Context: an optimization exercise on an open-source flow, tuned for small area, a short achievable clock period and few clock cycles per item. The choices shown serve that exercise and are no tape-out recipe.
Where RTL was checked, it was by simulation tests only, not by an equivalence proof against the original.
For run 1, only the layout was checked, not whether the RTL still works.

==> design/flow/design.v <==
module mul8_pm (
    input  wire [7:0]  b,
    input  wire [3:0]  one,    
    input  wire [3:0]  two,    
    input  wire [3:0]  neg,    
    input  wire        w,      
    output wire [35:0] v,      
    output wire [3:0]  n       
);
    assign n = neg ^ {4{w}};
    wire [8:0] b1 = {b[7], b};
    wire [8:0] b2 = {b, 1'b0};
    genvar k;
    generate
        for (k = 0; k < 4; k = k + 1) begin : row
            assign v[9*k +: 9] = (({9{one[k]}} & b1) | ({9{two[k]}} & b2)) ^ {9{n[k]}};
        end
    endgenerate
endmodule
module mul8_lane (
    input  wire [15:0] acc,
    input  wire        zero_acc,    
    input  wire [7:0]  b0,
    input  wire [7:0]  b1,
    input  wire [11:0] e0,          
    input  wire [11:0] e1,          
    input  wire        w0,          
    input  wire        w1,          
    output wire [15:0] acc_next
);
    wire [35:0] v0, v1;
    wire [3:0]  n0, n1;
    mul8_pm u_p0 (.b(b0), .one(e0[3:0]), .two(e0[7:4]), .neg(e0[11:8]), .w(w0), .v(v0), .n(n0));
    mul8_pm u_p1 (.b(b1), .one(e1[3:0]), .two(e1[7:4]), .neg(e1[11:8]), .w(w1), .v(v1), .n(n1));
    wire [15:0] as = acc & {16{~zero_acc}};
    wire t1 = n0[3] ^ n1[3] ^ v0[6];
    wire t2 = (n0[3] & n1[3]) | (n0[3] & v0[6]) | (n1[3] & v0[6]);
    wire t3 = v0[7] ^ v0[14];
    wire t4 = v0[7] & v0[14];
    wire t5 = ~v0[8] ^ v0[15];
    wire t6 = ~v0[8] & v0[15];
    wire t7 = n0[1] ^ n1[1];
    wire t8 = n0[1] & n1[1];
    wire t9 = n0[2] ^ n1[2] ^ v0[4];
    wire t10 = (n0[2] & n1[2]) | (n0[2] & v0[4]) | (n1[2] & v0[4]);
    wire t11 = v0[11] ^ v0[18];
    wire t12 = v0[11] & v0[18];
    wire t13 = v0[5] ^ v0[12] ^ v0[19];
    wire t14 = (v0[5] & v0[12]) | (v0[5] & v0[19]) | (v0[12] & v0[19]);
    wire t15 = v1[5] ^ v1[12];
    wire t16 = v1[5] & v1[12];
    wire t17 = v0[13] ^ v0[20] ^ v0[27];
    wire t18 = (v0[13] & v0[20]) | (v0[13] & v0[27]) | (v0[20] & v0[27]);
    wire t19 = v1[6] ^ v1[13] ^ v1[20];
    wire t20 = (v1[6] & v1[13]) | (v1[6] & v1[20]) | (v1[13] & v1[20]);
    wire t21 = v1[27] ^ t1;
    wire t22 = v1[27] & t1;
    wire t23 = v0[21] ^ v0[28] ^ v1[7];
    wire t24 = (v0[21] & v0[28]) | (v0[21] & v1[7]) | (v0[28] & v1[7]);
    wire t25 = v1[14] ^ v1[21] ^ v1[28];
    wire t26 = (v1[14] & v1[21]) | (v1[14] & v1[28]) | (v1[21] & v1[28]);
    wire t27 = t3 ^ t2 ^ as[7];
    wire t28 = (t3 & t2) | (t3 & as[7]) | (t2 & as[7]);
    wire t29 = v0[22] ^ v0[29] ^ ~v1[8];
    wire t30 = (v0[22] & v0[29]) | (v0[22] & ~v1[8]) | (v0[29] & ~v1[8]);
    wire t31 = v1[15] ^ v1[22] ^ v1[29];
    wire t32 = (v1[15] & v1[22]) | (v1[15] & v1[29]) | (v1[22] & v1[29]);
    wire t33 = t4 ^ t5 ^ as[8];
    wire t34 = (t4 & t5) | (t4 & as[8]) | (t5 & as[8]);
    wire t35 = ~(v0[16] ^ v0[23]);
    wire t36 = v0[16] | v0[23];
    wire t37 = v0[30] ^ v1[16] ^ v1[23];
    wire t38 = (v0[30] & v1[16]) | (v0[30] & v1[23]) | (v1[16] & v1[23]);
    wire t39 = v1[30] ^ t6 ^ as[9];
    wire t40 = (v1[30] & t6) | (v1[30] & as[9]) | (t6 & as[9]);
    wire t41 = ~(~v0[17] ^ v0[24]);
    wire t42 = ~v0[17] | v0[24];
    wire t43 = v0[31] ^ ~v1[17] ^ v1[24];
    wire t44 = (v0[31] & ~v1[17]) | (v0[31] & v1[24]) | (~v1[17] & v1[24]);
    wire t45 = v1[31] ^ as[10];
    wire t46 = v1[31] & as[10];
    wire t47 = v0[25] ^ v0[32] ^ v1[25];
    wire t48 = (v0[25] & v0[32]) | (v0[25] & v1[25]) | (v0[32] & v1[25]);
    wire t49 = ~~v0[26];
    wire t50 = ~v0[26];
    wire t51 = n0[0] ^ n1[0];
    wire t52 = n0[0] & n1[0];
    wire t53 = v0[2] ^ v0[9] ^ v1[2];
    wire t54 = (v0[2] & v0[9]) | (v0[2] & v1[2]) | (v0[9] & v1[2]);
    wire t55 = t8 ^ v0[3] ^ v0[10];
    wire t56 = (t8 & v0[3]) | (t8 & v0[10]) | (v0[3] & v0[10]);
    wire t57 = v1[3] ^ v1[10];
    wire t58 = v1[3] & v1[10];
    wire t59 = v1[4] ^ v1[11] ^ v1[18];
    wire t60 = (v1[4] & v1[11]) | (v1[4] & v1[18]) | (v1[11] & v1[18]);
    wire t61 = t11 ^ t9 ^ as[4];
    wire t62 = (t11 & t9) | (t11 & as[4]) | (t9 & as[4]);
    wire t63 = v1[19] ^ t12 ^ t15;
    wire t64 = (v1[19] & t12) | (v1[19] & t15) | (t12 & t15);
    wire t65 = t10 ^ t13 ^ as[5];
    wire t66 = (t10 & t13) | (t10 & as[5]) | (t13 & as[5]);
    wire t67 = t16 ^ t14 ^ t17;
    wire t68 = (t16 & t14) | (t16 & t17) | (t14 & t17);
    wire t69 = t19 ^ as[6] ^ t21;
    wire t70 = (t19 & as[6]) | (t19 & t21) | (as[6] & t21);
    wire t71 = t18 ^ t20 ^ t23;
    wire t72 = (t18 & t20) | (t18 & t23) | (t20 & t23);
    wire t73 = t25 ^ t22 ^ t27;
    wire t74 = (t25 & t22) | (t25 & t27) | (t22 & t27);
    wire t75 = t24 ^ t26 ^ t29;
    wire t76 = (t24 & t26) | (t24 & t29) | (t26 & t29);
    wire t77 = t31 ^ t28 ^ t33;
    wire t78 = (t31 & t28) | (t31 & t33) | (t28 & t33);
    wire t79 = t30 ^ t32 ^ t35;
    wire t80 = (t30 & t32) | (t30 & t35) | (t32 & t35);
    wire t81 = t37 ^ t34 ^ t39;
    wire t82 = (t37 & t34) | (t37 & t39) | (t34 & t39);
    wire t83 = t36 ^ t38 ^ t41;
    wire t84 = (t36 & t38) | (t36 & t41) | (t38 & t41);
    wire t85 = t43 ^ t45 ^ t40;
    wire t86 = (t43 & t45) | (t43 & t40) | (t45 & t40);
    wire t87 = v1[32] ^ t42 ^ t44;
    wire t88 = (v1[32] & t42) | (v1[32] & t44) | (t42 & t44);
    wire t89 = t47 ^ as[11] ^ t46;
    wire t90 = (t47 & as[11]) | (t47 & t46) | (as[11] & t46);
    wire t91 = v0[33] ^ ~v1[26] ^ v1[33];
    wire t92 = (v0[33] & ~v1[26]) | (v0[33] & v1[33]) | (~v1[26] & v1[33]);
    wire t93 = t49 ^ t48 ^ as[12];
    wire t94 = (t49 & t48) | (t49 & as[12]) | (t48 & as[12]);
    wire t95 = v0[34] ^ v1[34] ^ t50;
    wire t96 = (v0[34] & v1[34]) | (v0[34] & t50) | (v1[34] & t50);
    wire t97 = ~~v0[35];
    wire t98 = ~v0[35];
    wire t99 = v0[0] ^ v1[0];
    wire t100 = v0[0] & v1[0];
    wire t101 = t52 ^ v0[1] ^ v1[1];
    wire t102 = (t52 & v0[1]) | (t52 & v1[1]) | (v0[1] & v1[1]);
    wire t103 = v1[9] ^ t7 ^ t53;
    wire t104 = (v1[9] & t7) | (v1[9] & t53) | (t7 & t53);
    wire t105 = t57 ^ t54 ^ t55;
    wire t106 = (t57 & t54) | (t57 & t55) | (t54 & t55);
    wire t107 = t58 ^ t56 ^ t59;
    wire t108 = (t58 & t56) | (t58 & t59) | (t56 & t59);
    wire t109 = t60 ^ t63 ^ t62;
    wire t110 = (t60 & t63) | (t60 & t62) | (t63 & t62);
    wire t111 = t64 ^ t66 ^ t67;
    wire t112 = (t64 & t66) | (t64 & t67) | (t66 & t67);
    wire t113 = t68 ^ t71 ^ t70;
    wire t114 = (t68 & t71) | (t68 & t70) | (t71 & t70);
    wire t115 = t72 ^ t75 ^ t74;
    wire t116 = (t72 & t75) | (t72 & t74) | (t75 & t74);
    wire t117 = t76 ^ t79 ^ t78;
    wire t118 = (t76 & t79) | (t76 & t78) | (t79 & t78);
    wire t119 = t80 ^ t83 ^ t82;
    wire t120 = (t80 & t83) | (t80 & t82) | (t83 & t82);
    wire t121 = t84 ^ t87 ^ t89;
    wire t122 = (t84 & t87) | (t84 & t89) | (t87 & t89);
    wire t123 = t91 ^ t88 ^ t93;
    wire t124 = (t91 & t88) | (t91 & t93) | (t88 & t93);
    wire t125 = t92 ^ as[13] ^ t95;
    wire t126 = (t92 & as[13]) | (t92 & t95) | (as[13] & t95);
    wire t127 = ~v1[35] ^ t97 ^ as[14];
    wire t128 = (~v1[35] & t97) | (~v1[35] & as[14]) | (t97 & as[14]);
    wire t129 = ~t98;
    wire t130 = t98;
    wire t131 = t51 ^ t99;
    wire t132 = t51 & t99;
    wire t133 = t100 ^ t101 ^ as[1];
    wire t134 = (t100 & t101) | (t100 & as[1]) | (t101 & as[1]);
    wire t135 = t102 ^ as[2] ^ t103;
    wire t136 = (t102 & as[2]) | (t102 & t103) | (as[2] & t103);
    wire t137 = as[3] ^ t104 ^ t105;
    wire t138 = (as[3] & t104) | (as[3] & t105) | (t104 & t105);
    wire t139 = t106 ^ t107 ^ t61;
    wire t140 = (t106 & t107) | (t106 & t61) | (t107 & t61);
    wire t141 = t108 ^ t65 ^ t109;
    wire t142 = (t108 & t65) | (t108 & t109) | (t65 & t109);
    wire t143 = t69 ^ t110 ^ t111;
    wire t144 = (t69 & t110) | (t69 & t111) | (t110 & t111);
    wire t145 = t112 ^ t73 ^ t113;
    wire t146 = (t112 & t73) | (t112 & t113) | (t73 & t113);
    wire t147 = t77 ^ t114 ^ t115;
    wire t148 = (t77 & t114) | (t77 & t115) | (t114 & t115);
    wire t149 = t81 ^ t116 ^ t117;
    wire t150 = (t81 & t116) | (t81 & t117) | (t116 & t117);
    wire t151 = t85 ^ t118 ^ t119;
    wire t152 = (t85 & t118) | (t85 & t119) | (t118 & t119);
    wire t153 = t86 ^ t121 ^ t120;
    wire t154 = (t86 & t121) | (t86 & t120) | (t121 & t120);
    wire t155 = t90 ^ t123 ^ t122;
    wire t156 = (t90 & t123) | (t90 & t122) | (t123 & t122);
    wire t157 = t94 ^ t125 ^ t124;
    wire t158 = (t94 & t125) | (t94 & t124) | (t125 & t124);
    wire t159 = t96 ^ t127 ^ t126;
    wire t160 = (t96 & t127) | (t96 & t126) | (t127 & t126);
    wire t161 = ~as[15] ^ t129 ^ t128;
    wire t162 = (~as[15] & t129) | (~as[15] & t128) | (t129 & t128);
    wire [17:0] x = {1'b1, t162, t160, t158, t156, t154, t152, t150, t148, t146, t144, t142, t140, t138, t136, t134, t132, t131};
    wire [17:0] y = {1'b0, t130, t161, t159, t157, t155, t153, t151, t149, t147, t145, t143, t141, t139, t137, t135, t133, as[0]};
    wire qg0 = t131 & as[0];
    wire qp0 = t131 ^ as[0];
    wire qg1 = t132 & t133;
    wire qp1 = t132 ^ t133;
    wire qg2 = t134 & t135;
    wire qp2 = t134 ^ t135;
    wire qg3 = t136 & t137;
    wire qp3 = t136 ^ t137;
    wire qg4 = t138 & t139;
    wire qp4 = t138 ^ t139;
    wire qg5 = t140 & t141;
    wire qp5 = t140 ^ t141;
    wire qg6 = t142 & t143;
    wire qp6 = t142 ^ t143;
    wire qg7 = t144 & t145;
    wire qp7 = t144 ^ t145;
    wire qg8 = t146 & t147;
    wire qp8 = t146 ^ t147;
    wire qg9 = t148 & t149;
    wire qp9 = t148 ^ t149;
    wire qg10 = t150 & t151;
    wire qp10 = t150 ^ t151;
    wire qg11 = t152 & t153;
    wire qp11 = t152 ^ t153;
    wire qg12 = t154 & t155;
    wire qp12 = t154 ^ t155;
    wire qg13 = t156 & t157;
    wire qp13 = t156 ^ t157;
    wire qg14 = t158 & t159;
    wire qp14 = t158 ^ t159;
    wire qg15 = t160 & t161;
    wire qp15 = t160 ^ t161;
    wire qg16 = t162 & t130;
    wire qp16 = t162 ^ t130;
    wire qc1_g = qg1 | (qp1 & qg0);
    wire qc1_p = qp1 & qp0;
    wire qc2_g = qg3 | (qp3 & qg2);
    wire qc2_p = qp3 & qp2;
    wire qc3_g = qg5 | (qp5 & qg4);
    wire qc3_p = qp5 & qp4;
    wire qc4_g = qg7 | (qp7 & qg6);
    wire qc4_p = qp7 & qp6;
    wire qc5_g = qg9 | (qp9 & qg8);
    wire qc5_p = qp9 & qp8;
    wire qc6_g = qg11 | (qp11 & qg10);
    wire qc6_p = qp11 & qp10;
    wire qc7_g = qg13 | (qp13 & qg12);
    wire qc7_p = qp13 & qp12;
    wire qc8_g = qg15 | (qp15 & qg14);
    wire qc8_p = qp15 & qp14;
    wire qc9_g = 1'b1 & qg16;
    wire qc9_p = 1'b1 & qp16;
    wire qc10_g = qg2 | (qp2 & qc1_g);
    wire qc10_p = qp2 & qc1_p;
    wire qc11_g = qc2_g | (qc2_p & qc1_g);
    wire qc11_p = qc2_p & qc1_p;
    wire qc12_g = qg6 | (qp6 & qc3_g);
    wire qc12_p = qp6 & qc3_p;
    wire qc13_g = qc4_g | (qc4_p & qc3_g);
    wire qc13_p = qc4_p & qc3_p;
    wire qc14_g = qg10 | (qp10 & qc5_g);
    wire qc14_p = qp10 & qc5_p;
    wire qc15_g = qc6_g | (qc6_p & qc5_g);
    wire qc15_p = qc6_p & qc5_p;
    wire qc16_g = qg14 | (qp14 & qc7_g);
    wire qc16_p = qp14 & qc7_p;
    wire qc17_g = qc8_g | (qc8_p & qc7_g);
    wire qc17_p = qc8_p & qc7_p;
    wire qc18_g = qg4 | (qp4 & qc11_g);
    wire qc18_p = qp4 & qc11_p;
    wire qc19_g = qc3_g | (qc3_p & qc11_g);
    wire qc19_p = qc3_p & qc11_p;
    wire qc20_g = qc12_g | (qc12_p & qc11_g);
    wire qc20_p = qc12_p & qc11_p;
    wire qc21_g = qc13_g | (qc13_p & qc11_g);
    wire qc21_p = qc13_p & qc11_p;
    wire qc22_g = qg12 | (qp12 & qc15_g);
    wire qc22_p = qp12 & qc15_p;
    wire qc23_g = qc7_g | (qc7_p & qc15_g);
    wire qc23_p = qc7_p & qc15_p;
    wire qc24_g = qc16_g | (qc16_p & qc15_g);
    wire qc24_p = qc16_p & qc15_p;
    wire qc25_g = qc17_g | (qc17_p & qc15_g);
    wire qc25_p = qc17_p & qc15_p;
    wire qc26_g = qg8 | (qp8 & qc21_g);
    wire qc26_p = qp8 & qc21_p;
    wire qc27_g = qc5_g | (qc5_p & qc21_g);
    wire qc27_p = qc5_p & qc21_p;
    wire qc28_g = qc14_g | (qc14_p & qc21_g);
    wire qc28_p = qc14_p & qc21_p;
    wire qc29_g = qc15_g | (qc15_p & qc21_g);
    wire qc29_p = qc15_p & qc21_p;
    wire qc30_g = qc22_g | (qc22_p & qc21_g);
    wire qc30_p = qc22_p & qc21_p;
    wire qc31_g = qc23_g | (qc23_p & qc21_g);
    wire qc31_p = qc23_p & qc21_p;
    wire qc32_g = qc24_g | (qc24_p & qc21_g);
    wire qc32_p = qc24_p & qc21_p;
    wire qc33_g = qc25_g | (qc25_p & qc21_g);
    wire qc33_p = qc25_p & qc21_p;
    wire qc34_g = qg16 | (qp16 & qc33_g);
    wire qc34_p = qp16 & qc33_p;
    wire qc35_g = qc9_g | (qc9_p & qc33_g);
    wire qc35_p = qc9_p & qc33_p;
    wire qs1 = qp1 ^ qg0;
    wire qs2 = qp2 ^ qc1_g;
    wire qs3 = qp3 ^ qc10_g;
    wire qs4 = qp4 ^ qc11_g;
    wire qs5 = qp5 ^ qc18_g;
    wire qs6 = qp6 ^ qc19_g;
    wire qs7 = qp7 ^ qc20_g;
    wire qs8 = qp8 ^ qc21_g;
    wire qs9 = qp9 ^ qc26_g;
    wire qs10 = qp10 ^ qc27_g;
    wire qs11 = qp11 ^ qc28_g;
    wire qs12 = qp12 ^ qc29_g;
    wire qs13 = qp13 ^ qc30_g;
    wire qs14 = qp14 ^ qc31_g;
    wire qs15 = qp15 ^ qc32_g;
    wire qs16 = qp16 ^ qc33_g;
    wire qs17 = 1'b1 ^ qc34_g;
    wire [17:0] sum = {qs17, qs16, qs15, qs14, qs13, qs12, qs11, qs10, qs9, qs8, qs7, qs6, qs5, qs4, qs3, qs2, qs1, qp0};
    wire ovf = (sum[17] != sum[16]) || (sum[17] != sum[15]);
    assign acc_next = ovf ? {sum[17], {15{~sum[17]}}} : sum[15:0];
endmodule
module red8 (
    input  wire [127:0] l,
    output wire [18:0]  s
);
    wire r1 = l[0] ^ l[16] ^ l[32];
    wire r2 = (l[0] & l[16]) | (l[0] & l[32]) | (l[16] & l[32]);
    wire r3 = l[1] ^ l[17] ^ l[33];
    wire r4 = (l[1] & l[17]) | (l[1] & l[33]) | (l[17] & l[33]);
    wire r5 = l[49] ^ l[65];
    wire r6 = l[49] & l[65];
    wire r7 = l[2] ^ l[18] ^ l[34];
    wire r8 = (l[2] & l[18]) | (l[2] & l[34]) | (l[18] & l[34]);
    wire r9 = l[50] ^ l[66] ^ l[82];
    wire r10 = (l[50] & l[66]) | (l[50] & l[82]) | (l[66] & l[82]);
    wire r11 = l[3] ^ l[19] ^ l[35];
    wire r12 = (l[3] & l[19]) | (l[3] & l[35]) | (l[19] & l[35]);
    wire r13 = l[51] ^ l[67] ^ l[83];
    wire r14 = (l[51] & l[67]) | (l[51] & l[83]) | (l[67] & l[83]);
    wire r15 = l[4] ^ l[20] ^ l[36];
    wire r16 = (l[4] & l[20]) | (l[4] & l[36]) | (l[20] & l[36]);
    wire r17 = l[52] ^ l[68] ^ l[84];
    wire r18 = (l[52] & l[68]) | (l[52] & l[84]) | (l[68] & l[84]);
    wire r19 = l[5] ^ l[21] ^ l[37];
    wire r20 = (l[5] & l[21]) | (l[5] & l[37]) | (l[21] & l[37]);
    wire r21 = l[53] ^ l[69] ^ l[85];
    wire r22 = (l[53] & l[69]) | (l[53] & l[85]) | (l[69] & l[85]);
    wire r23 = l[6] ^ l[22] ^ l[38];
    wire r24 = (l[6] & l[22]) | (l[6] & l[38]) | (l[22] & l[38]);
    wire r25 = l[54] ^ l[70] ^ l[86];
    wire r26 = (l[54] & l[70]) | (l[54] & l[86]) | (l[70] & l[86]);
    wire r27 = l[7] ^ l[23] ^ l[39];
    wire r28 = (l[7] & l[23]) | (l[7] & l[39]) | (l[23] & l[39]);
    wire r29 = l[55] ^ l[71] ^ l[87];
    wire r30 = (l[55] & l[71]) | (l[55] & l[87]) | (l[71] & l[87]);
    wire r31 = l[8] ^ l[24] ^ l[40];
    wire r32 = (l[8] & l[24]) | (l[8] & l[40]) | (l[24] & l[40]);
    wire r33 = l[56] ^ l[72] ^ l[88];
    wire r34 = (l[56] & l[72]) | (l[56] & l[88]) | (l[72] & l[88]);
    wire r35 = l[9] ^ l[25] ^ l[41];
    wire r36 = (l[9] & l[25]) | (l[9] & l[41]) | (l[25] & l[41]);
    wire r37 = l[57] ^ l[73] ^ l[89];
    wire r38 = (l[57] & l[73]) | (l[57] & l[89]) | (l[73] & l[89]);
    wire r39 = l[10] ^ l[26] ^ l[42];
    wire r40 = (l[10] & l[26]) | (l[10] & l[42]) | (l[26] & l[42]);
    wire r41 = l[58] ^ l[74] ^ l[90];
    wire r42 = (l[58] & l[74]) | (l[58] & l[90]) | (l[74] & l[90]);
    wire r43 = l[11] ^ l[27] ^ l[43];
    wire r44 = (l[11] & l[27]) | (l[11] & l[43]) | (l[27] & l[43]);
    wire r45 = l[59] ^ l[75] ^ l[91];
    wire r46 = (l[59] & l[75]) | (l[59] & l[91]) | (l[75] & l[91]);
    wire r47 = l[12] ^ l[28] ^ l[44];
    wire r48 = (l[12] & l[28]) | (l[12] & l[44]) | (l[28] & l[44]);
    wire r49 = l[60] ^ l[76] ^ l[92];
    wire r50 = (l[60] & l[76]) | (l[60] & l[92]) | (l[76] & l[92]);
    wire r51 = l[13] ^ l[29] ^ l[45];
    wire r52 = (l[13] & l[29]) | (l[13] & l[45]) | (l[29] & l[45]);
    wire r53 = l[61] ^ l[77] ^ l[93];
    wire r54 = (l[61] & l[77]) | (l[61] & l[93]) | (l[77] & l[93]);
    wire r55 = l[14] ^ l[30] ^ l[46];
    wire r56 = (l[14] & l[30]) | (l[14] & l[46]) | (l[30] & l[46]);
    wire r57 = l[62] ^ l[78] ^ l[94];
    wire r58 = (l[62] & l[78]) | (l[62] & l[94]) | (l[78] & l[94]);
    wire r59 = ~l[15] ^ ~l[31] ^ ~l[47];
    wire r60 = (~l[15] & ~l[31]) | (~l[15] & ~l[47]) | (~l[31] & ~l[47]);
    wire r61 = ~l[63] ^ ~l[79] ^ ~l[95];
    wire r62 = (~l[63] & ~l[79]) | (~l[63] & ~l[95]) | (~l[79] & ~l[95]);
    wire r63 = l[48] ^ l[64] ^ l[80];
    wire r64 = (l[48] & l[64]) | (l[48] & l[80]) | (l[64] & l[80]);
    wire r65 = l[81] ^ l[97] ^ l[113];
    wire r66 = (l[81] & l[97]) | (l[81] & l[113]) | (l[97] & l[113]);
    wire r67 = r5 ^ r2;
    wire r68 = r5 & r2;
    wire r69 = l[98] ^ l[114] ^ r6;
    wire r70 = (l[98] & l[114]) | (l[98] & r6) | (l[114] & r6);
    wire r71 = r4 ^ r7 ^ r9;
    wire r72 = (r4 & r7) | (r4 & r9) | (r7 & r9);
    wire r73 = l[99] ^ l[115] ^ r8;
    wire r74 = (l[99] & l[115]) | (l[99] & r8) | (l[115] & r8);
    wire r75 = r10 ^ r11 ^ r13;
    wire r76 = (r10 & r11) | (r10 & r13) | (r11 & r13);
    wire r77 = l[100] ^ l[116] ^ r12;
    wire r78 = (l[100] & l[116]) | (l[100] & r12) | (l[116] & r12);
    wire r79 = r14 ^ r15 ^ r17;
    wire r80 = (r14 & r15) | (r14 & r17) | (r15 & r17);
    wire r81 = l[101] ^ l[117] ^ r16;
    wire r82 = (l[101] & l[117]) | (l[101] & r16) | (l[117] & r16);
    wire r83 = r18 ^ r19 ^ r21;
    wire r84 = (r18 & r19) | (r18 & r21) | (r19 & r21);
    wire r85 = l[102] ^ l[118] ^ r20;
    wire r86 = (l[102] & l[118]) | (l[102] & r20) | (l[118] & r20);
    wire r87 = r22 ^ r23 ^ r25;
    wire r88 = (r22 & r23) | (r22 & r25) | (r23 & r25);
    wire r89 = l[103] ^ l[119] ^ r24;
    wire r90 = (l[103] & l[119]) | (l[103] & r24) | (l[119] & r24);
    wire r91 = r26 ^ r27 ^ r29;
    wire r92 = (r26 & r27) | (r26 & r29) | (r27 & r29);
    wire r93 = l[104] ^ l[120] ^ r28;
    wire r94 = (l[104] & l[120]) | (l[104] & r28) | (l[120] & r28);
    wire r95 = r30 ^ r31 ^ r33;
    wire r96 = (r30 & r31) | (r30 & r33) | (r31 & r33);
    wire r97 = l[105] ^ l[121] ^ r32;
    wire r98 = (l[105] & l[121]) | (l[105] & r32) | (l[121] & r32);
    wire r99 = r34 ^ r35 ^ r37;
    wire r100 = (r34 & r35) | (r34 & r37) | (r35 & r37);
    wire r101 = l[106] ^ l[122] ^ r36;
    wire r102 = (l[106] & l[122]) | (l[106] & r36) | (l[122] & r36);
    wire r103 = r38 ^ r39 ^ r41;
    wire r104 = (r38 & r39) | (r38 & r41) | (r39 & r41);
    wire r105 = l[107] ^ l[123] ^ r40;
    wire r106 = (l[107] & l[123]) | (l[107] & r40) | (l[123] & r40);
    wire r107 = r42 ^ r43 ^ r45;
    wire r108 = (r42 & r43) | (r42 & r45) | (r43 & r45);
    wire r109 = l[108] ^ l[124] ^ r44;
    wire r110 = (l[108] & l[124]) | (l[108] & r44) | (l[124] & r44);
    wire r111 = r46 ^ r47 ^ r49;
    wire r112 = (r46 & r47) | (r46 & r49) | (r47 & r49);
    wire r113 = l[109] ^ l[125] ^ r48;
    wire r114 = (l[109] & l[125]) | (l[109] & r48) | (l[125] & r48);
    wire r115 = r50 ^ r51 ^ r53;
    wire r116 = (r50 & r51) | (r50 & r53) | (r51 & r53);
    wire r117 = l[110] ^ l[126] ^ r52;
    wire r118 = (l[110] & l[126]) | (l[110] & r52) | (l[126] & r52);
    wire r119 = r54 ^ r55 ^ r57;
    wire r120 = (r54 & r55) | (r54 & r57) | (r55 & r57);
    wire r121 = ~l[111] ^ ~l[127] ^ r56;
    wire r122 = (~l[111] & ~l[127]) | (~l[111] & r56) | (~l[127] & r56);
    wire r123 = r58 ^ r59 ^ r61;
    wire r124 = (r58 & r59) | (r58 & r61) | (r59 & r61);
    wire r125 = l[96] ^ l[112];
    wire r126 = l[96] & l[112];
    wire r127 = r64 ^ r65 ^ r3;
    wire r128 = (r64 & r65) | (r64 & r3) | (r65 & r3);
    wire r129 = r66 ^ r68 ^ r69;
    wire r130 = (r66 & r68) | (r66 & r69) | (r68 & r69);
    wire r131 = r70 ^ r72 ^ r73;
    wire r132 = (r70 & r72) | (r70 & r73) | (r72 & r73);
    wire r133 = r74 ^ r76 ^ r77;
    wire r134 = (r74 & r76) | (r74 & r77) | (r76 & r77);
    wire r135 = r78 ^ r80 ^ r81;
    wire r136 = (r78 & r80) | (r78 & r81) | (r80 & r81);
    wire r137 = r82 ^ r84 ^ r85;
    wire r138 = (r82 & r84) | (r82 & r85) | (r84 & r85);
    wire r139 = r86 ^ r88 ^ r89;
    wire r140 = (r86 & r88) | (r86 & r89) | (r88 & r89);
    wire r141 = r90 ^ r92 ^ r93;
    wire r142 = (r90 & r92) | (r90 & r93) | (r92 & r93);
    wire r143 = r94 ^ r96 ^ r97;
    wire r144 = (r94 & r96) | (r94 & r97) | (r96 & r97);
    wire r145 = r98 ^ r100 ^ r101;
    wire r146 = (r98 & r100) | (r98 & r101) | (r100 & r101);
    wire r147 = r102 ^ r104 ^ r105;
    wire r148 = (r102 & r104) | (r102 & r105) | (r104 & r105);
    wire r149 = r106 ^ r108 ^ r109;
    wire r150 = (r106 & r108) | (r106 & r109) | (r108 & r109);
    wire r151 = r110 ^ r112 ^ r113;
    wire r152 = (r110 & r112) | (r110 & r113) | (r112 & r113);
    wire r153 = r114 ^ r116 ^ r117;
    wire r154 = (r114 & r116) | (r114 & r117) | (r116 & r117);
    wire r155 = r118 ^ r120 ^ r121;
    wire r156 = (r118 & r120) | (r118 & r121) | (r120 & r121);
    wire r157 = r60 ^ r62 ^ r122;
    wire r158 = (r60 & r62) | (r60 & r122) | (r62 & r122);
    wire r159 = r125 ^ r63;
    wire r160 = r125 & r63;
    wire r161 = r126 ^ r67 ^ r127;
    wire r162 = (r126 & r67) | (r126 & r127) | (r67 & r127);
    wire r163 = r128 ^ r71 ^ r129;
    wire r164 = (r128 & r71) | (r128 & r129) | (r71 & r129);
    wire r165 = r75 ^ r130 ^ r131;
    wire r166 = (r75 & r130) | (r75 & r131) | (r130 & r131);
    wire r167 = r79 ^ r132 ^ r133;
    wire r168 = (r79 & r132) | (r79 & r133) | (r132 & r133);
    wire r169 = r83 ^ r134 ^ r135;
    wire r170 = (r83 & r134) | (r83 & r135) | (r134 & r135);
    wire r171 = r87 ^ r136 ^ r137;
    wire r172 = (r87 & r136) | (r87 & r137) | (r136 & r137);
    wire r173 = r91 ^ r138 ^ r139;
    wire r174 = (r91 & r138) | (r91 & r139) | (r138 & r139);
    wire r175 = r95 ^ r140 ^ r141;
    wire r176 = (r95 & r140) | (r95 & r141) | (r140 & r141);
    wire r177 = r99 ^ r142 ^ r143;
    wire r178 = (r99 & r142) | (r99 & r143) | (r142 & r143);
    wire r179 = r103 ^ r144 ^ r145;
    wire r180 = (r103 & r144) | (r103 & r145) | (r144 & r145);
    wire r181 = r107 ^ r146 ^ r147;
    wire r182 = (r107 & r146) | (r107 & r147) | (r146 & r147);
    wire r183 = r111 ^ r148 ^ r149;
    wire r184 = (r111 & r148) | (r111 & r149) | (r148 & r149);
    wire r185 = r115 ^ r150 ^ r151;
    wire r186 = (r115 & r150) | (r115 & r151) | (r150 & r151);
    wire r187 = r119 ^ r152 ^ r153;
    wire r188 = (r119 & r152) | (r119 & r153) | (r152 & r153);
    wire r189 = r123 ^ r154 ^ r155;
    wire r190 = (r123 & r154) | (r123 & r155) | (r154 & r155);
    wire r191 = r124 ^ r156 ^ r157;
    wire r192 = (r124 & r156) | (r124 & r157) | (r156 & r157);
    wire [18:0] x = {1'b1, r192, r190, r188, r186, r184, r182, r180, r178, r176, r174, r172, r170, r168, r166, r164, r162, r160, r159};
    wire [18:0] y = {1'b0, r158, r191, r189, r187, r185, r183, r181, r179, r177, r175, r173, r171, r169, r167, r165, r163, r161, r1};
    wire qg0 = r159 & r1;
    wire qp0 = r159 ^ r1;
    wire qg1 = r160 & r161;
    wire qp1 = r160 ^ r161;
    wire qg2 = r162 & r163;
    wire qp2 = r162 ^ r163;
    wire qg3 = r164 & r165;
    wire qp3 = r164 ^ r165;
    wire qg4 = r166 & r167;
    wire qp4 = r166 ^ r167;
    wire qg5 = r168 & r169;
    wire qp5 = r168 ^ r169;
    wire qg6 = r170 & r171;
    wire qp6 = r170 ^ r171;
    wire qg7 = r172 & r173;
    wire qp7 = r172 ^ r173;
    wire qg8 = r174 & r175;
    wire qp8 = r174 ^ r175;
    wire qg9 = r176 & r177;
    wire qp9 = r176 ^ r177;
    wire qg10 = r178 & r179;
    wire qp10 = r178 ^ r179;
    wire qg11 = r180 & r181;
    wire qp11 = r180 ^ r181;
    wire qg12 = r182 & r183;
    wire qp12 = r182 ^ r183;
    wire qg13 = r184 & r185;
    wire qp13 = r184 ^ r185;
    wire qg14 = r186 & r187;
    wire qp14 = r186 ^ r187;
    wire qg15 = r188 & r189;
    wire qp15 = r188 ^ r189;
    wire qg16 = r190 & r191;
    wire qp16 = r190 ^ r191;
    wire qg17 = r192 & r158;
    wire qp17 = r192 ^ r158;
    wire qc1_g = qg1 | (qp1 & qg0);
    wire qc1_p = qp1 & qp0;
    wire qc2_g = qg3 | (qp3 & qg2);
    wire qc2_p = qp3 & qp2;
    wire qc3_g = qg5 | (qp5 & qg4);
    wire qc3_p = qp5 & qp4;
    wire qc4_g = qg7 | (qp7 & qg6);
    wire qc4_p = qp7 & qp6;
    wire qc5_g = qg9 | (qp9 & qg8);
    wire qc5_p = qp9 & qp8;
    wire qc6_g = qg11 | (qp11 & qg10);
    wire qc6_p = qp11 & qp10;
    wire qc7_g = qg13 | (qp13 & qg12);
    wire qc7_p = qp13 & qp12;
    wire qc8_g = qg15 | (qp15 & qg14);
    wire qc8_p = qp15 & qp14;
    wire qc9_g = qg17 | (qp17 & qg16);
    wire qc9_p = qp17 & qp16;
    wire qc10_g = qg2 | (qp2 & qc1_g);
    wire qc10_p = qp2 & qc1_p;
    wire qc11_g = qc2_g | (qc2_p & qc1_g);
    wire qc11_p = qc2_p & qc1_p;
    wire qc12_g = qg6 | (qp6 & qc3_g);
    wire qc12_p = qp6 & qc3_p;
    wire qc13_g = qc4_g | (qc4_p & qc3_g);
    wire qc13_p = qc4_p & qc3_p;
    wire qc14_g = qg10 | (qp10 & qc5_g);
    wire qc14_p = qp10 & qc5_p;
    wire qc15_g = qc6_g | (qc6_p & qc5_g);
    wire qc15_p = qc6_p & qc5_p;
    wire qc16_g = qg14 | (qp14 & qc7_g);
    wire qc16_p = qp14 & qc7_p;
    wire qc17_g = qc8_g | (qc8_p & qc7_g);
    wire qc17_p = qc8_p & qc7_p;
    wire qc18_g = 1'b1 & qc9_g;
    wire qc18_p = 1'b1 & qc9_p;
    wire qc19_g = qg4 | (qp4 & qc11_g);
    wire qc19_p = qp4 & qc11_p;
    wire qc20_g = qc3_g | (qc3_p & qc11_g);
    wire qc20_p = qc3_p & qc11_p;
    wire qc21_g = qc12_g | (qc12_p & qc11_g);
    wire qc21_p = qc12_p & qc11_p;
    wire qc22_g = qc13_g | (qc13_p & qc11_g);
    wire qc22_p = qc13_p & qc11_p;
    wire qc23_g = qg12 | (qp12 & qc15_g);
    wire qc23_p = qp12 & qc15_p;
    wire qc24_g = qc7_g | (qc7_p & qc15_g);
    wire qc24_p = qc7_p & qc15_p;
    wire qc25_g = qc16_g | (qc16_p & qc15_g);
    wire qc25_p = qc16_p & qc15_p;
    wire qc26_g = qc17_g | (qc17_p & qc15_g);
    wire qc26_p = qc17_p & qc15_p;
    wire qc27_g = qg8 | (qp8 & qc22_g);
    wire qc27_p = qp8 & qc22_p;
    wire qc28_g = qc5_g | (qc5_p & qc22_g);
    wire qc28_p = qc5_p & qc22_p;
    wire qc29_g = qc14_g | (qc14_p & qc22_g);
    wire qc29_p = qc14_p & qc22_p;
    wire qc30_g = qc15_g | (qc15_p & qc22_g);
    wire qc30_p = qc15_p & qc22_p;
    wire qc31_g = qc23_g | (qc23_p & qc22_g);
    wire qc31_p = qc23_p & qc22_p;
    wire qc32_g = qc24_g | (qc24_p & qc22_g);
    wire qc32_p = qc24_p & qc22_p;
    wire qc33_g = qc25_g | (qc25_p & qc22_g);
    wire qc33_p = qc25_p & qc22_p;
    wire qc34_g = qc26_g | (qc26_p & qc22_g);
    wire qc34_p = qc26_p & qc22_p;
    wire qc35_g = qg16 | (qp16 & qc34_g);
    wire qc35_p = qp16 & qc34_p;
    wire qc36_g = qc9_g | (qc9_p & qc34_g);
    wire qc36_p = qc9_p & qc34_p;
    wire qc37_g = qc18_g | (qc18_p & qc34_g);
    wire qc37_p = qc18_p & qc34_p;
    wire qs1 = qp1 ^ qg0;
    wire qs2 = qp2 ^ qc1_g;
    wire qs3 = qp3 ^ qc10_g;
    wire qs4 = qp4 ^ qc11_g;
    wire qs5 = qp5 ^ qc19_g;
    wire qs6 = qp6 ^ qc20_g;
    wire qs7 = qp7 ^ qc21_g;
    wire qs8 = qp8 ^ qc22_g;
    wire qs9 = qp9 ^ qc27_g;
    wire qs10 = qp10 ^ qc28_g;
    wire qs11 = qp11 ^ qc29_g;
    wire qs12 = qp12 ^ qc30_g;
    wire qs13 = qp13 ^ qc31_g;
    wire qs14 = qp14 ^ qc32_g;
    wire qs15 = qp15 ^ qc33_g;
    wire qs16 = qp16 ^ qc34_g;
    wire qs17 = qp17 ^ qc35_g;
    wire qs18 = 1'b1 ^ qc36_g;
    assign s = {qs18, qs17, qs16, qs15, qs14, qs13, qs12, qs11, qs10, qs9, qs8, qs7, qs6, qs5, qs4, qs3, qs2, qs1, qp0};
endmodule
module intgemm_mul8_tile (
    input  wire          clk,
    input  wire          rst,          
    input  wire          in_valid,
    output reg           in_ready,
    input  wire          in_last,
    input  wire [127:0]  in_a,         
    input  wire [1023:0] in_b,         
    output reg           out_valid,
    input  wire          out_ready,
    output wire [255:0]  out_t         
);
    wire take = in_valid && in_ready && !rst;
    reg          s1_valid;
    reg          s1_last;
    reg [127:0]  s1_a;
    reg [1023:0] s1_b;
    reg [127:0]  s1_w;         
    reg          fresh;        
    reg          pend;         
    reg          sk_valid;     
    reg          zero_acc;     
    wire drain    = out_valid && out_ready;
    wire res      = pend && (!sk_valid || drain);       
    wire out_load = (!out_valid || drain) && (sk_valid || pend);
    wire out_from_sk = sk_valid;
    wire sk_load  = res && ((out_valid && !drain) || (sk_valid && drain));
    wire s1_valid_n  = take;
    wire s1_vl       = s1_valid && s1_last;
    wire fresh_n     = rst || (s1_valid ? s1_last : fresh);
    wire pend_n      = !rst && (s1_vl || (pend && !res));
    wire out_valid_n = !rst && ((out_valid && !drain) || sk_valid || pend);
    wire sk_valid_n  = !rst && ((!drain && (sk_valid || (pend && out_valid))) ||
                                (drain && sk_valid && pend));
    wire s1_vl_n     = s1_valid_n && in_last;
    wire in_ready_n  = !((s1_vl_n || (pend_n && sk_valid_n)) &&
                         (sk_valid_n || (pend_n && out_valid_n)));
    wire [127:0] wrap_n;
    genvar q;
    generate
        for (q = 0; q < 128; q = q + 1) begin : wr
            assign wrap_n[q] = in_a[8*(q%16) + 7] && (in_b[8*q +: 8] == 8'h80);
        end
    endgenerate
    always @(posedge clk) begin
        s1_valid  <= s1_valid_n;
        s1_last   <= in_last;
        s1_a      <= take ? in_a : 128'd0;
        s1_b      <= in_b;
        s1_w      <= wrap_n;
        pend      <= pend_n;
        out_valid <= out_valid_n;
        sk_valid  <= sk_valid_n;
        fresh     <= fresh_n;
        zero_acc  <= fresh_n && s1_valid_n;
        in_ready  <= rst || in_ready_n;
    end
    wire [11:0] enc [0:15];
    genvar n, j, m;
    generate
        for (n = 0; n < 16; n = n + 1) begin : benc
            wire [8:0] x = {s1_a[8*n +: 8], 1'b0};
            genvar k;
            for (k = 0; k < 4; k = k + 1) begin : dig
                wire b2 = x[2*k+2], b1 = x[2*k+1], b0 = x[2*k];
                assign enc[n][k]     = b1 ^ b0;                        
                assign enc[n][4 + k] = (b2 & ~b1 & ~b0) | (~b2 & b1 & b0);  
                assign enc[n][8 + k] = b2 & ~(b1 & b0);                
            end
        end
    endgenerate
    reg  [127:0] acc [0:7];
    wire [127:0] acc_next [0:7];
    wire [18:0]  total [0:7];
    reg  [18:0]  out_r [0:7];
    reg  [18:0]  sk_r  [0:7];
    generate
        for (j = 0; j < 8; j = j + 1) begin : col
            for (m = 0; m < 8; m = m + 1) begin : lane
                mul8_lane u_lane (
                    .acc      (acc[j][16*m +: 16]),
                    .zero_acc (zero_acc),
                    .b0       (s1_b[128*j + 16*m +: 8]),
                    .b1       (s1_b[128*j + 16*m + 8 +: 8]),
                    .e0       (enc[2*m]),
                    .e1       (enc[2*m+1]),
                    .w0       (s1_w[16*j + 2*m]),
                    .w1       (s1_w[16*j + 2*m + 1]),
                    .acc_next (acc_next[j][16*m +: 16])
                );
            end
            red8 u_red (.l(acc[j]), .s(total[j]));
            always @(posedge clk) begin
                acc[j] <= acc_next[j];
                if (out_load)
                    out_r[j] <= out_from_sk ? sk_r[j] : total[j];
                if (sk_load)
                    sk_r[j] <= total[j];
            end
            assign out_t[32*j +: 32] = {{13{out_r[j][18]}}, out_r[j]};
        end
    endgenerate
endmodule
==> design/flow/run.sh <==
#!/bin/bash
# synth_recipe.tcl (not shown) runs the flow's synth.tcl, then flattens the netlist and writes it again
# the make line also repeats each setting of config.mk as NAME=value (left out here)
make -C /OpenROAD-flow-scripts/flow DESIGN_CONFIG=/design/flow/config.mk WORK_HOME=/design/flow/orfs CLKGATE_MAP_FILE= SYNTH_SCRIPT=/design/flow/synth_recipe.tcl finish
==> design/flow/config.mk <==
export PLATFORM = sky130hd
export DESIGN_NAME = intgemm_mul8_tile
export DESIGN_NICKNAME = intgemm_mul8_tile
export VERILOG_FILES = /design/flow/design.v
export SDC_FILE = /design/flow/constraint.sdc
export NUM_CORES = 8
export LEC_CHECK = 0
export CAP_MARGIN = 20
export CORE_MARGIN = 2
export CORE_UTILIZATION = 30
export PLACE_DENSITY = 0.4
export SLEW_MARGIN = 20
==> design/flow/constraint.sdc <==
create_clock -name core_clock -period 30.0 [get_ports {clk}]
set_input_delay 6.0000 -clock core_clock [delete_from_list [all_inputs] [get_ports {clk}]]
set_output_delay 6.0000 -clock core_clock [all_outputs]
set_load 0.01 [all_outputs]
==> results of run 1 <==
-- area by class of cell --
cell class / count / area, um2 / area share
diodes: 476 / 1190 / 0.00300
clock buffers: 475 / 10300 / 0.0258
clock inverters: 206 / 2470 / 0.00622
inverters: 5410 / 20300 / 0.0511
multi-input cells: 26600 / 270000 / 0.679
flip-flops and latches: 2616 / 55500 / 0.140
well taps: 15700 / 19600 / 0.0493
repair buffers: 1939 / 18100 / 0.0456
-- placed cells by master (no fill, tap or decap), types with 582 or more instances in the layout --
cell	instances
fa_1	5192
xnor2_1	4885
o21ai_0	582
nand2b_1	760
nor2b_1	715
clkdlybuf4s50_1	1407
inv_1	5087
nor3b_1	830
a21oi_1	1675
dfxtp_1	2275
xor2_1	1864
nand2_1	1641
a22oi_1	2703
ha_1	2024
-- path summary, 6_finish.rpt --
check	start	end	slack (ns)	cells past startpoint
max	s1_a[17]	acc[1][21]	20.82	22
min	s1_last	fresh	0.51	1
max reg2reg	s1_a[17]	acc[1][21]	20.82	22
min reg2reg	s1_last	fresh	0.51	1
-- per-stage QoR --
| step | hold WS (ns) | util |
|---|---|---|
| 4_1_cts | 0.500 | 0.334 |
| 3_3_place_gp | 0.479 | 0.324 |
| 6_report | 0.507 | 0.336 |
| 5_1_grt | 0.542 | 0.335 |
| 2_1_floorplan | 0.449 | - |
| 3_5_place_dp | 0.495 | 0.324 |
-- cells by family after synthesis --
| family | after synthesis | share of synthesized area |
|---|---|---|
| buffers and inverters | 8311 | 0.0889 |
| adders and majority gates | 7264 | 0.365 |
| xor gates and xnor gates | 6772 | 0.167 |
| AOI/OAI and AO/OA | 6668 | 0.127 |
| and+or+nand+nor | 5536 | 0.0871 |
| DFF | 2616 | 0.156 |
| muxes | 342 | 0.0102 |
-- metal layers --
layer	up-vias	global-route usage	wire length, um
li1	120000	-	-
met1	141000	0.358	705000
met2	9800	0.439	766000
met3	2151	0.0545	117000
met4	52	0.204	150000
met5	-	0	322
-- critical path: cells and delay by family (launching register included) --
kind,cells,cell delay (ns)
compound gates,9,2.62
fa+ha+maj,7,4.00
xor+xnor,1,0.21
simple gates,1,0.47
buf+inv,4,1.22
flops,1,0.35
-- registers in the layout, indices dropped and copies added, names as in the netlist --
register / flops
pend: 1
out_r: 152
sk_r: 152
s1_b: 1024
sk_valid: 1
fresh: 1
zero_acc: 1
out_valid: 1
acc: 1024
in_ready: 1
s1_a: 128
s1_last: 1
s1_valid: 1
s1_w: 128
==> flow_summary.yaml, run 1 <==
run_status:
  outcome: "timing/DRC/antenna clean"
drt:
  dr.pass1.iters: 6
  ant_nets: 0
  vias: 274000
  wl_mm: 1740
  route.detailed.drc: 0
  drt-vias-per-instance: 5.12
  wire_per_inst_um: 32.6
  drt_iter0_markers: 24900
sta:
  drv_slew: 0
  fin_crit_ns: 9.18
  rsz0062_at_grt: "false"
  worst_pin_slew_ns: 1.29
  fin_crit_sh: 0.306
  maxSlewHeadroom: 0.138
  setup_viol: 0
  finalHoldViolations: 0
  fmax_mhz: 109
  fin_tns_setup_ns: 0
  finClkSkew_ns: 0.0981
  fin_ws_ns: 20.82
final_layout:
  finalNonFillerCells: 53400
  fillers: 122000
  nets: 45300
  drive_gt1_frac: 0.0507
  syn_to_final_growth_pct: 11.7
  design_area_um2: 398000
floorplan:
  fp.coreArea_um2: 1180000
  die_h_mm: 1.09
  die_w_mm: 1.09
  rows: 400
  die-area_um2: 1200000
  ios: 1415
  start_util: 0.301
grt:
  grt_util_all_layers: 0.285
  grt_first_pass_wirelength_mm: 2370
  overflow: 0
  grt_pass1_vias: 283000
  antenna_found_initial: 252
  grt_max_degree: 131
synthesis:
  synth_seq_cells: 2616
  synth_most_common_cell: "fa_1"
  seq_area_frac_synth: 0.156
  syn_inst: 37500
  syn-num-nets: 45900
  synthTopCellsByCount: "5192 x fa_1, 5087 x inv_1, 4906 x xnor2_1"
  yosysTopAreaCell: "fa_1"
  netlist_area_um2: 356000
  synth_top_area_share: 0.292
  async_flop_share: 0
  synth_flop_cell: "dfxtp_1"
  syn_avg_cell_area_um2: 9.49
  yosys_warnings: 7
  synth-edff-count: 304
  synth_area_leaders: "fa_1 29%, dfxtp_1 13%, xnor2_1 12%"
  yosysUniqueCellTypes: 100
clock_network:
  path_clk_slew_ns: 0.06
  worst_skew_pair.late_latency_ns: 1.16
  cts_sinks: 2616
  cts_setup_buffers: 0
  cts-root-buf: "clkbuf_16"
  h-tree-depth: 5
  cts_tree: "done"
  cts_buffer_depth: 5
  numCtsBuffers: 369
  cts_resized: 0
  hold_buffers: 0
place:
  pre_cts_ws_ns: 20.20
  place_congestion: 0.970
  dp_cells: 52200
  hpwl_mm: 1460
  place_area_um2: 383000
  port_buffers: 1414
worst_setup_path:
  cpPeakStageDelay_ns: 0.88
  cp_max_fo: 130
  critPathKind: "flip-flop to flip-flop"
  slowest_stage: "ha_2"
  path_cells: "buf_12 > ha_2 > buf_4 > a22oi_1 > xnor2_1 > fa_1 > fa_1 > fa_1 > inv_1 > fa_1 > ha_1 > or4_1 > o21a_1 > a221o_1 > a31o_2 > a21oi_2 > inv_1 > a21oi_1 > fa_1 > o311ai_0 > a311oi_1 > a221oi_1"
  endpoint_kind: "flip-flop"
  start_kind: "flip-flop"
  arrival_ns: 10.14
  required_ns: 30.96
  cp_common_cell: "fa_1"
job:
  maxCapViolCount: 0
hold_path:
  worstHoldPathType: "flip-flop to flip-flop"
==> inputs of run 2 (changes only) <==
--- a/design/flow/design.v
+++ b/design/flow/design.v
@@ -83,3 +83,3 @@
     wire t48 = (v0[25] & v0[32]) | (v0[25] & v1[25]) | (v0[32] & v1[25]);
-    wire t49 = ~~v0[26];
+    wire t49 = ~(~v0[26]);
     wire t50 = ~v0[26];
@@ -131,3 +131,3 @@
     wire t96 = (v0[34] & v1[34]) | (v0[34] & t50) | (v1[34] & t50);
-    wire t97 = ~~v0[35];
+    wire t97 = ~(~v0[35]);
     wire t98 = ~v0[35];
@@ -163,3 +163,3 @@
     wire t128 = (~v1[35] & t97) | (~v1[35] & as[14]) | (t97 & as[14]);
-    wire t129 = ~t98;
+    wire t129 = ~(t98);
     wire t130 = t98;
@@ -229,6 +229,2 @@
     wire qp14 = t158 ^ t159;
-    wire qg15 = t160 & t161;
-    wire qp15 = t160 ^ t161;
-    wire qg16 = t162 & t130;
-    wire qp16 = t162 ^ t130;
     wire qc1_g = qg1 | (qp1 & qg0);
@@ -247,78 +243,83 @@
     wire qc7_p = qp13 & qp12;
-    wire qc8_g = qg15 | (qp15 & qg14);
-    wire qc8_p = qp15 & qp14;
-    wire qc9_g = 1'b1 & qg16;
-    wire qc9_p = 1'b1 & qp16;
-    wire qc10_g = qg2 | (qp2 & qc1_g);
-    wire qc10_p = qp2 & qc1_p;
-    wire qc11_g = qc2_g | (qc2_p & qc1_g);
-    wire qc11_p = qc2_p & qc1_p;
-    wire qc12_g = qg6 | (qp6 & qc3_g);
-    wire qc12_p = qp6 & qc3_p;
-    wire qc13_g = qc4_g | (qc4_p & qc3_g);
-    wire qc13_p = qc4_p & qc3_p;
-    wire qc14_g = qg10 | (qp10 & qc5_g);
-    wire qc14_p = qp10 & qc5_p;
-    wire qc15_g = qc6_g | (qc6_p & qc5_g);
-    wire qc15_p = qc6_p & qc5_p;
-    wire qc16_g = qg14 | (qp14 & qc7_g);
-    wire qc16_p = qp14 & qc7_p;
-    wire qc17_g = qc8_g | (qc8_p & qc7_g);
-    wire qc17_p = qc8_p & qc7_p;
-    wire qc18_g = qg4 | (qp4 & qc11_g);
-    wire qc18_p = qp4 & qc11_p;
-    wire qc19_g = qc3_g | (qc3_p & qc11_g);
-    wire qc19_p = qc3_p & qc11_p;
-    wire qc20_g = qc12_g | (qc12_p & qc11_g);
-    wire qc20_p = qc12_p & qc11_p;
-    wire qc21_g = qc13_g | (qc13_p & qc11_g);
-    wire qc21_p = qc13_p & qc11_p;
-    wire qc22_g = qg12 | (qp12 & qc15_g);
-    wire qc22_p = qp12 & qc15_p;
-    wire qc23_g = qc7_g | (qc7_p & qc15_g);
-    wire qc23_p = qc7_p & qc15_p;
-    wire qc24_g = qc16_g | (qc16_p & qc15_g);
-    wire qc24_p = qc16_p & qc15_p;
-    wire qc25_g = qc17_g | (qc17_p & qc15_g);
-    wire qc25_p = qc17_p & qc15_p;
-    wire qc26_g = qg8 | (qp8 & qc21_g);
-    wire qc26_p = qp8 & qc21_p;
-    wire qc27_g = qc5_g | (qc5_p & qc21_g);
-    wire qc27_p = qc5_p & qc21_p;
-    wire qc28_g = qc14_g | (qc14_p & qc21_g);
-    wire qc28_p = qc14_p & qc21_p;
-    wire qc29_g = qc15_g | (qc15_p & qc21_g);
-    wire qc29_p = qc15_p & qc21_p;
-    wire qc30_g = qc22_g | (qc22_p & qc21_g);
-    wire qc30_p = qc22_p & qc21_p;
-    wire qc31_g = qc23_g | (qc23_p & qc21_g);
-    wire qc31_p = qc23_p & qc21_p;
-    wire qc32_g = qc24_g | (qc24_p & qc21_g);
-    wire qc32_p = qc24_p & qc21_p;
-    wire qc33_g = qc25_g | (qc25_p & qc21_g);
-    wire qc33_p = qc25_p & qc21_p;
-    wire qc34_g = qg16 | (qp16 & qc33_g);
-    wire qc34_p = qp16 & qc33_p;
-    wire qc35_g = qc9_g | (qc9_p & qc33_g);
-    wire qc35_p = qc9_p & qc33_p;
+    wire qc8_g = qg2 | (qp2 & qc1_g);
+    wire qc8_p = qp2 & qc1_p;
+    wire qc9_g = qc2_g | (qc2_p & qc1_g);
+    wire qc9_p = qc2_p & qc1_p;
+    wire qc10_g = qg6 | (qp6 & qc3_g);
+    wire qc10_p = qp6 & qc3_p;
+    wire qc11_g = qc4_g | (qc4_p & qc3_g);
+    wire qc11_p = qc4_p & qc3_p;
+    wire qc12_g = qg10 | (qp10 & qc5_g);
+    wire qc12_p = qp10 & qc5_p;
+    wire qc13_g = qc6_g | (qc6_p & qc5_g);
+    wire qc13_p = qc6_p & qc5_p;
+    wire qc14_g = qg14 | (qp14 & qc7_g);
+    wire qc14_p = qp14 & qc7_p;
+    wire qc15_g = qg4 | (qp4 & qc9_g);
+    wire qc15_p = qp4 & qc9_p;
+    wire qc16_g = qc3_g | (qc3_p & qc9_g);
+    wire qc16_p = qc3_p & qc9_p;
+    wire qc17_g = qc10_g | (qc10_p & qc9_g);
+    wire qc17_p = qc10_p & qc9_p;
+    wire qc18_g = qc11_g | (qc11_p & qc9_g);
+    wire qc18_p = qc11_p & qc9_p;
+    wire qc19_g = qg12 | (qp12 & qc13_g);
+    wire qc19_p = qp12 & qc13_p;
+    wire qc20_g = qc7_g | (qc7_p & qc13_g);
+    wire qc20_p = qc7_p & qc13_p;
+    wire qc21_g = qc14_g | (qc14_p & qc13_g);
+    wire qc21_p = qc14_p & qc13_p;
+    wire qc22_g = qg8 | (qp8 & qc18_g);
+    wire qc22_p = qp8 & qc18_p;
+    wire qc23_g = qc5_g | (qc5_p & qc18_g);
+    wire qc23_p = qc5_p & qc18_p;
+    wire qc24_g = qc12_g | (qc12_p & qc18_g);
+    wire qc24_p = qc12_p & qc18_p;
+    wire qc25_g = qc13_g | (qc13_p & qc18_g);
+    wire qc25_p = qc13_p & qc18_p;
+    wire qc26_g = qc19_g | (qc19_p & qc18_g);
+    wire qc26_p = qc19_p & qc18_p;
+    wire qc27_g = qc20_g | (qc20_p & qc18_g);
+    wire qc27_p = qc20_p & qc18_p;
+    wire qc28_g = qc21_g | (qc21_p & qc18_g);
+    wire qc28_p = qc21_p & qc18_p;
     wire qs1 = qp1 ^ qg0;
     wire qs2 = qp2 ^ qc1_g;
-    wire qs3 = qp3 ^ qc10_g;
-    wire qs4 = qp4 ^ qc11_g;
-    wire qs5 = qp5 ^ qc18_g;
-    wire qs6 = qp6 ^ qc19_g;
-    wire qs7 = qp7 ^ qc20_g;
-    wire qs8 = qp8 ^ qc21_g;
-    wire qs9 = qp9 ^ qc26_g;
-    wire qs10 = qp10 ^ qc27_g;
-    wire qs11 = qp11 ^ qc28_g;
-    wire qs12 = qp12 ^ qc29_g;
-    wire qs13 = qp13 ^ qc30_g;
-    wire qs14 = qp14 ^ qc31_g;
-    wire qs15 = qp15 ^ qc32_g;
-    wire qs16 = qp16 ^ qc33_g;
-    wire qs17 = 1'b1 ^ qc34_g;
-    wire [17:0] sum = {qs17, qs16, qs15, qs14, qs13, qs12, qs11, qs10, qs9, qs8, qs7, qs6, qs5, qs4, qs3, qs2, qs1, qp0};
-    wire ovf = (sum[17] != sum[16]) || (sum[17] != sum[15]);
-    assign acc_next = ovf ? {sum[17], {15{~sum[17]}}} : sum[15:0];
+    wire qs3 = qp3 ^ qc8_g;
+    wire qs4 = qp4 ^ qc9_g;
+    wire qs5 = qp5 ^ qc15_g;
+    wire qs6 = qp6 ^ qc16_g;
+    wire qs7 = qp7 ^ qc17_g;
+    wire qs8 = qp8 ^ qc18_g;
+    wire qs9 = qp9 ^ qc22_g;
+    wire qs10 = qp10 ^ qc23_g;
+    wire qs11 = qp11 ^ qc24_g;
+    wire qs12 = qp12 ^ qc25_g;
+    wire qs13 = qp13 ^ qc26_g;
+    wire qs14 = qp14 ^ qc27_g;
+    wire xg15 = t160 & t161;
+    wire xp15 = t160 ^ t161;
+    wire xg16 = t162 & t130;
+    wire xp16 = t162 ^ t130;
+    wire xg17 = 1'b0;
+    wire xp17 = 1'b1;
+    wire s15_0 = xp15 ^ 1'b0;
+    wire c16_0 = xg15 | (xp15 & 1'b0);
+    wire s16_0 = xp16 ^ c16_0;
+    wire c17_0 = xg16 | (xp16 & c16_0);
+    wire s17_0 = xp17 ^ c17_0;
+    wire hi_0 = ~s17_0 & (s16_0 | s15_0);    
+    wire lo_0 = s17_0 & ~(s16_0 & s15_0);    
+    wire s15_1 = xp15 ^ 1'b1;
+    wire c16_1 = xg15 | (xp15 & 1'b1);
+    wire s16_1 = xp16 ^ c16_1;
+    wire c17_1 = xg16 | (xp16 & c16_1);
+    wire s17_1 = xp17 ^ c17_1;
+    wire hi_1 = ~s17_1 & (s16_1 | s15_1);    
+    wire lo_1 = s17_1 & ~(s16_1 & s15_1);    
+    wire hi = qc28_g ? hi_1 : hi_0;
+    wire lo = qc28_g ? lo_1 : lo_0;
+    wire sg = qc28_g ? s17_1 : s17_0;
+    assign acc_next[15] = sg;
+    assign acc_next[14:0] = ({qs14, qs13, qs12, qs11, qs10, qs9, qs8, qs7, qs6, qs5, qs4, qs3, qs2, qs1, qp0} | {15{hi}}) & ~{15{lo}};
 endmodule
@@ -667,3 +668,3 @@
     reg          s1_last;
-    reg [127:0]  s1_a;
+    reg [191:0]  s1_e;         
     reg [1023:0] s1_b;
@@ -676,5 +677,5 @@
     wire res      = pend && (!sk_valid || drain);       
-    wire out_load = (!out_valid || drain) && (sk_valid || pend);
+    wire out_load = !out_valid || out_ready;
     wire out_from_sk = sk_valid;
-    wire sk_load  = res && ((out_valid && !drain) || (sk_valid && drain));
+    wire sk_load  = !sk_valid || out_ready;
     wire s1_valid_n  = take;
@@ -699,3 +700,3 @@
         s1_last   <= in_last;
-        s1_a      <= take ? in_a : 128'd0;
+        s1_e      <= take ? enc_n : 192'd0;
         s1_b      <= in_b;
@@ -709,3 +710,3 @@
     end
-    wire [11:0] enc [0:15];
+    wire [191:0] enc_n;
     genvar n, j, m;
@@ -713,3 +714,3 @@
         for (n = 0; n < 16; n = n + 1) begin : benc
-            wire [8:0] x = {s1_a[8*n +: 8], 1'b0};
+            wire [8:0] x = {in_a[8*n +: 8], 1'b0};
             genvar k;
@@ -717,5 +718,5 @@
                 wire b2 = x[2*k+2], b1 = x[2*k+1], b0 = x[2*k];
-                assign enc[n][k]     = b1 ^ b0;                        
-                assign enc[n][4 + k] = (b2 & ~b1 & ~b0) | (~b2 & b1 & b0);  
-                assign enc[n][8 + k] = b2 & ~(b1 & b0);                
+                assign enc_n[12*n + k]     = b1 ^ b0;                           
+                assign enc_n[12*n + 4 + k] = (b2 & ~b1 & ~b0) | (~b2 & b1 & b0);  
+                assign enc_n[12*n + 8 + k] = b2 & ~(b1 & b0);                   
             end
@@ -736,4 +737,4 @@
                     .b1       (s1_b[128*j + 16*m + 8 +: 8]),
-                    .e0       (enc[2*m]),
-                    .e1       (enc[2*m+1]),
+                    .e0       (s1_e[24*m +: 12]),
+                    .e1       (s1_e[24*m + 12 +: 12]),
                     .w0       (s1_w[16*j + 2*m]),
==> design/flow/flow/run.sh (new file) <==
#!/bin/bash
# Layout flow: the standard ORFS flow (standard.sh, all steps unchanged)
# with three make variables set:
#  - SYNTH_ARGS=-noabc: Yosys's synth skips its early generic ABC pass, so
#    extract_fa finds the RTL's full adders as written (same registers);
#  - BUFFER_PORTS_ARGS: port buffers are buf_4 cells;
#  - SETUP_SLACK_MARGIN: repair_timing works towards a shorter period than
#    the 30 ns clock (constraints unchanged).
# make's full output goes to flow.log here; each ORFS step logs under orfs/logs.
set -uo pipefail
cd "$(dirname "$0")/.."
bash standard.sh SYNTH_ARGS=-noabc \
  "BUFFER_PORTS_ARGS=-buffer_cell sky130_fd_sc_hd__buf_4" \
  SETUP_SLACK_MARGIN=21.5 finish > flow.log 2>&1
status=$?
tail -20 flow.log
exit $status
==> design/flow/standard.sh (new file) <==
#!/bin/bash
# synth_recipe.tcl (not shown) runs the flow's synth.tcl, then flattens the netlist and writes it again
# the make line also repeats each setting of config.mk as NAME=value (left out here)
make -C /OpenROAD-flow-scripts/flow DESIGN_CONFIG=/design/flow/config.mk WORK_HOME=/design/flow/orfs CLKGATE_MAP_FILE= SYNTH_SCRIPT=/design/flow/synth_recipe.tcl "${@:-finish}"
--- a/design/flow/config.mk
+++ b/design/flow/config.mk
@@ -9,4 +9,4 @@
 export CORE_MARGIN = 2
-export CORE_UTILIZATION = 30
-export PLACE_DENSITY = 0.4
+export CORE_UTILIZATION = 50
+export PLACE_DENSITY = 0.6
 export SLEW_MARGIN = 20
removed: design/flow/run.sh
==> run 2 against run 1 <==
Against the previous run: core utilization grew 21 points; setup slack gained 0.83 ns; fmax rose by 10%; die area down 45%; global-route usage is 13 points higher; critical path type is now flip-flop to output port; critical endpoint is now out_t[86]; highest routed layer unchanged.
==> flow_summary.yaml, run 2 <==
sta:
  finClkSkew_ns: 0.0756
  fin_crit_sh: 0.278
  finalHoldViolations: 0
  rsz0062_at_grt: "false"
  fmax_mhz: 120
  maxSlewHeadroom: 0.107
  worst_pin_slew_ns: 1.34
  fin_crit_ns: 8.35
  drv_slew: 0
  setup_viol: 0
  fin_tns_setup_ns: 0
worst_setup_path:
  cpPeakStageDelay_ns: 0.99
  start_kind: "flip-flop"
  cp_num_buf_inv: 1
  arrival_ns: 2.35
  slowest_stage: "edfxtp_1"
  required_ns: 24.00
  r2r_slack_ns: 22.47
  cp_max_fo: 14
  endpoint_kind: "output port"
  critPathKind: "flip-flop to output port"
  path_cells: "buf_4"
  crit_family: "flip-flops"
synthesis:
  yosysTopAreaCell: "fa_1"
  synth-edff-count: 304
  synth_top_area_share: 0.329
  syn_inst: 30400
  synth_flop_cell: "dfxtp_1"
  yosysUniqueCellTypes: 76
  synth_area_leaders: "fa_1 33%, dfxtp_1 15%, xnor2_1 12%"
  syn-num-nets: 38900
  netlist_area_um2: 323000
  synth_most_common_cell: "fa_1"
  async_flop_share: 0
  yosys_warnings: 7
  synthTopCellsByCount: "5320 x fa_1, 4258 x xnor2_1, 3635 x a22oi_1"
  syn_avg_cell_area_um2: 10.6
  synth_seq_cells: 2680
  seq_area_frac_synth: 0.175
clock_network:
  path_clk_slew_ns: 0.07
  cts_setup_buffers: 0
  h-tree-depth: 5
  numCtsBuffers: 335
  cts-root-buf: "clkbuf_16"
  hold_buffers: 0
  worst_skew_pair.late_latency_ns: 1.09
  cts_buffer_depth: 4
  cts_resized: 0
  cts_tree: "done"
  cts_sinks: 2680
grt:
  overflow: 0
  antenna_found_initial: 136
  grt_pass1_vias: 253000
  grt_util_all_layers: 0.412
  grt_first_pass_wirelength_mm: 1910
  grt_max_degree: 126
run_status:
  outcome: "timing/DRC/antenna clean"
floorplan:
  start_util: 0.501
  die_w_um: 808
  fp.coreArea_um2: 645000
  ios: 1415
  die_h_um: 808
  rows: 295
  die-area_um2: 653000
final_layout:
  drive_gt1_frac: 0.110
  finalNonFillerCells: 39300
  layout_common_cells: "5320 x fa_1, 4258 x xnor2_1, 3635 x a22oi_1, 2243 x dfxtp_1, 2128 x buf_4"
  fillers: 56900
  nets: 38900
  largestRegisters: "acc: 1024 flops, s1_b: 1024 flops, s1_e: 192 flops"
  layout_commonest_cell: "fa_1"
  syn_to_final_growth_pct: 9.12
drt:
  route.detailed.drc: 0
  met3_length_mm: 165
  dr.pass1.iters: 8
  m1WireLength_mm: 492
  highest_layer: "met5"
  vias: 244000
  ant_nets: 0
  drt_iter0_markers: 27500
  drt-vias-per-instance: 6.20
  wl_mm: 1370
  wire_per_inst_um: 34.7
  dr_wl_met2_mm: 558
place:
  dp_cells: 38600
  hpwl_mm: 1100
  port_buffers: 1414
  place_congestion: 1.06
job:
  maxCapViolCount: 0
hold_path:
  worstHoldPathType: "flip-flop to flip-flop"
==> run 2: changes by cell type in the layout (fill, tap and decap cells not counted), moves of 403 or more <==
| cell | before | now |
|---|---|---|
| a22oi_1 | 2703 | 3635 |
| buf_4 | 516 | 2128 |
| clkdlybuf4s50_1 | 1407 | 0 |
| inv_1 | 5087 | 1695 |
| nand2b_1 | 760 | 139 |
| nor3b_1 | 830 | 66 |
| o21ai_0 | 582 | 179 |
| xnor2_1 | 4885 | 4258 |
==> run 2: final timing paths <==
kind | to | start | cells past startpoint
setup / recovery | out_t[86] | out_r[2][18] | 1
hold / removal | out_r[4][4] | sk_r[4][4] | 1
hold reg to reg | out_r[4][4] | sk_r[4][4] | 1
setup reg to reg | acc[3][89] | zero_acc | 18
==> run 2: routing by layer <==
metal	global-route usage	vias to the layer above
li1	-	102000
met1	0.498	124000
met2	0.583	14400
met3	0.147	3366
met4	0.357	56
met5	0	-
==> run 2: cell type report <==
type,instances,area [um2],share of cell area
tap,8613,10800,0.0306
inverter,1696,6370,0.0181
clock inverter,195,2490,0.00707
antenna,91,228,0.000646
sequential,2680,57000,0.162
timing repair buffer,2132,16000,0.0455
clock buffer,427,9370,0.0266
multi-input combinational,23500,250000,0.710
==> run 2: cells by family (layout without fill, tap and decap cells) <==
family,after synthesis,in the layout,share of synthesized area
other cells,0,91,0
simple gates,3806,3806,0.0632
compound gates,6178,6178,0.132
flops,2680,2680,0.175
fa+ha+maj,7392,7392,0.410
buf+inv,4212,4450,0.0509
mux,323,323,0.0108
xor+xnor,5788,5788,0.158
==> run 2: metrics by stage <==
stage | setup WS (ns) | util | hold WS (ns) | area [um2]
after floorplan | 21.34 | - | 0.454 | 323000
after global placement | 20.91 | 0.528 | 0.524 | 340000
after detailed placement | 20.94 | 0.528 | 0.532 | 340000
after CTS | 21.62 | 0.546 | 0.543 | 352000
after global routing | 21.69 | 0.547 | 0.562 | 353000
final | 21.65 | 0.547 | 0.538 | 353000
Testbench counts of run 2, summed over its fixed seeds: cycles 9,357, items 9,320.

[port drivers added, routing unchanged]
Ports are ideal in the flow. The routed layouts listed here were re-timed in OpenROAD. Step 1: set_driving_cell puts a clkbuf_16 on clk and a buf_2 on each other input, an assumption about the parent block. Step 2 times the ports against the registers' clock, not the clock port: input delays grow and output delays shrink by t, the midpoint of the rising clock arrivals with the driver on. Slacks: ideal ports / drivers / drivers and shift; pairs: ideal ports / drivers.
run	t (ns)	slack for setup (ns)	latest minus earliest clock arrival (ns)	slew at the worst register clock pin (ns)	worst data-port slew with drivers (ns)
run 1	1.292	20.821 / 20.821 / 20.138	0.102 / 0.102	0.08 / 0.08	0.35
run 2	1.212	21.654 / 21.504 / 20.776	0.101 / 0.101	0.07 / 0.07	0.38
After both steps every run listed still meets setup and hold. The setup slack of run 2, which loses most, moves by -0.150 ns with the drivers and by -0.878 ns with both steps.
